This design comes from an exercise in tuning for a short achievable clock period and few clock cycles on the open sky130 flow, not from production work. Only simulation tests tie the RTL to the original design; equivalence was not proved.

==> trial 73 <==
==> flow/design.v (excerpt) <==
module tc_core (
    input  wire         clk,
    input  wire         rst,         
    input  wire [31:0]  prog_len,
    output wire [31:0]  imem_addr,
    input  wire [127:0] imem_data,
    output wire [1:0]   run_state,
    output wire [1:0]   cause,
    output wire [31:0]  r0,
    output wire [31:0]  r1,
    output wire [31:0]  r2,
    output wire [31:0]  r3
);
export LEC_CHECK = 0
export CAP_MARGIN = 20
export CORE_MARGIN = 2
export CORE_UTILIZATION = 40
export PLACE_DENSITY = 0.6
export SLEW_MARGIN = 20
create_clock -name core_clock -period 12.0 [get_ports {clk}]
run.sh (not shown) runs the stock make flow with config.mk's settings and CLKGATE_MAP_FILE= SYNTH_SCRIPT=/design/flow/synth_recipe.tcl, a recipe that flattens the netlist after the stock synthesis.
==> trial 53: changes against trial 73 <==
--- a/flow/design.v
+++ b/flow/design.v
@@ -19,10 +19,16 @@
     reg [31:0] plen;
     reg [31:0] fpc;
     reg        fstop;            
     reg        rd_go;            
     reg [31:0] rd_val;
+    localparam NJ = 4;
+    reg [NJ-1:0] jv;
+    reg [31:0]   ja [0:NJ-1];
+    reg [31:0]   jt [0:NJ-1];
+    reg [1:0]    jp;
+    integer      i;
     reg        idv;              
     reg [31:0] id_ip;
     reg        id_oor;           
     reg        id_fault;         
     reg        id_exec;          
@@ -82,10 +88,21 @@
     wire f_dep = pend && (rd1 || rd2) && !f_f1 && !f_f2;
     wire f_oor = first ? ($signed(prog_len) <= 32'sd0)
                        : ($signed(fpc) < 32'sd0 || $signed(fpc) >= $signed(plen));
     wire [31:0] fpc_inc = fpc + 32'd1;
     wire [31:0] b_inc   = f_b + 32'd1;
+    reg        hs, h1, h2;
+    reg [31:0] ts, t1, t2;
+    always @* begin
+        hs = 1'b0; h1 = 1'b0; h2 = 1'b0;
+        ts = 32'd0; t1 = 32'd0; t2 = 32'd0;
+        for (i = 0; i < NJ; i = i + 1) begin
+            if (jv[i] && ja[i] == fpc_inc) begin hs = 1'b1; ts = ts | jt[i]; end
+            if (jv[i] && ja[i] == 32'd1)   begin h1 = 1'b1; t1 = t1 | jt[i]; end
+            if (jv[i] && ja[i] == 32'd2)   begin h2 = 1'b1; t2 = t2 | jt[i]; end
+        end
+    end
     wire [31:0] v1 = ({32{id_s1[0]}} & x1) | ({32{id_s1[1]}} & x2) |
                      ({32{id_s1[2]}} & x3) | ({32{id_s1[3]}} & id_c1);
     wire [31:0] v2 = ({32{id_s2[0]}} & x1) | ({32{id_s2[1]}} & x2) |
                      ({32{id_s2[2]}} & x3) | ({32{id_s2[3]}} & id_c2);
     wire [31:0] sum_n = v1 + v2;
@@ -131,10 +148,12 @@
             id_dep <= 1'b0;
             id_f1  <= 1'b0;
             id_f2  <= 1'b0;
             m2v    <= 1'b0;
             m2gj   <= 1'b0;
+            jv     <= {NJ{1'b0}};
+            jp     <= 2'd0;
         end else begin
             if (first) plen <= prog_len;
             first <= 1'b0;
             if (e_wr && id_d[0]) x1 <= eres; else if (m2v && m2d[0]) x1 <= mres;
             if (e_wr && id_d[1]) x2 <= eres; else if (m2v && m2d[1]) x2 <= mres;
@@ -144,10 +163,16 @@
             m2d    <= id_gj ? 3'd0 : id_d;
             m2gj   <= e_do && id_mul && id_gj;
             if (e_halt || e_fault || f_halt) x0 <= e_go && (id_oor || id_fault) ? id_ip : fpc;
             if (e_halt || f_halt) run <= HALT_NORMAL;
             else if (e_fault) run <= HALT_FAULT;
+            if (f_live && !f_oor && f_fold) begin
+                jv[jp] <= 1'b1;
+                ja[jp] <= fpc;
+                jt[jp] <= b_inc;
+                jp     <= jp + 2'd1;
+            end
             rd_go <= 1'b0;
             if (e_do && id_gj && !id_mul) begin
                 rd_go  <= 1'b1;
                 rd_val <= eres;
             end
@@ -159,11 +184,11 @@
                 id_dep <= 1'b0;
                 id_f1  <= 1'b0;
                 id_f2  <= 1'b0;
             end else if (mispred) begin
                 idv   <= 1'b0;
-                fpc   <= 32'd1;
+                fpc   <= h1 ? t1 : 32'd1;
                 fstop <= 1'b0;
             end else if (rd_go) begin
                 idv   <= 1'b0;
                 fpc   <= rd_val + 32'd1;
                 fstop <= 1'b0;
@@ -190,12 +215,12 @@
                 id_dep   <= !f_oor && f_exec && f_dep;
                 id_f1    <= !f_oor && f_exec && f_f1;
                 id_f2    <= !f_oor && f_exec && f_f2;
                 if (f_oor || f_fault || f_gj) fstop <= 1'b1;
                 else if (f_fold) fpc <= b_inc;
-                else if (f_pred) fpc <= 32'd2;
-                else fpc <= fpc_inc;
+                else if (f_pred) fpc <= h2 ? t2 : 32'd2;
+                else fpc <= hs ? ts : fpc_inc;
             end
         end
     end
     assign imem_addr = fpc;
     assign run_state = run;
==> impl_metrics.yaml <==
cells_and_area:
  seq_cells: 532
  final_core_util_pct: 46.7
logic_synthesis:
  synth.distinct_cells: 82
setup_path:
  cp.arrival_ps: 7690
status:
  status: "finished clean"
floorplanning:
  coreArea_mm2: 0.114
the above is filed under trial 73

==> impl_metrics.yaml <==
cts:
  h-tree-depth: 3
setup_path:
  cp.arrival_ps: 9250
  r2r_end: "rd_val[29]"
cells_and_area:
  mostFrequentLayoutCell: "nor2_1"
  final_core_util_pct: 46.4
logic_synthesis:
  synth.area.top_cells: "edfxtp_1 (28%), fa_1 (16%), dfxtp_1 (8.0%)"
  synth.distinct_cells: 98
global_route:
  grt_pass1_wl_um: 390000
status:
  status: "finished clean"
the above is filed under trial 53

Testbench counts of trial 73, summed over its fixed seeds: cycles 65,130.
Testbench counts of trial 53, summed over its fixed seeds: cycles 56,466.

==> afterwards: timing with drivers on the ports <==
The results above use ideal ports. As a check the final layouts listed here were re-extracted and re-timed, cells and wires unchanged.
Step 1 assumes that a clkbuf_16 drives the clock port and a buf_2 every other input.
Step 2 moves the port delays by t, midway between the first and last clock arrival at a register: inputs arrive t later, outputs are due t later. That takes back most of the time a late clock gives input paths.
Three values: no drivers, after step 1, after step 2; two values: the first two.
run	t (ns)	setup WS [ns]	hold slack, ns
trial 73	0.775	4.906 / 4.906 / 4.906	0.447 / 0.447 / 0.447
trial 53	0.830	3.312 / 3.312 / 3.312	0.481 / 0.481 / 0.481
After both steps setup and hold are still met in every run listed.
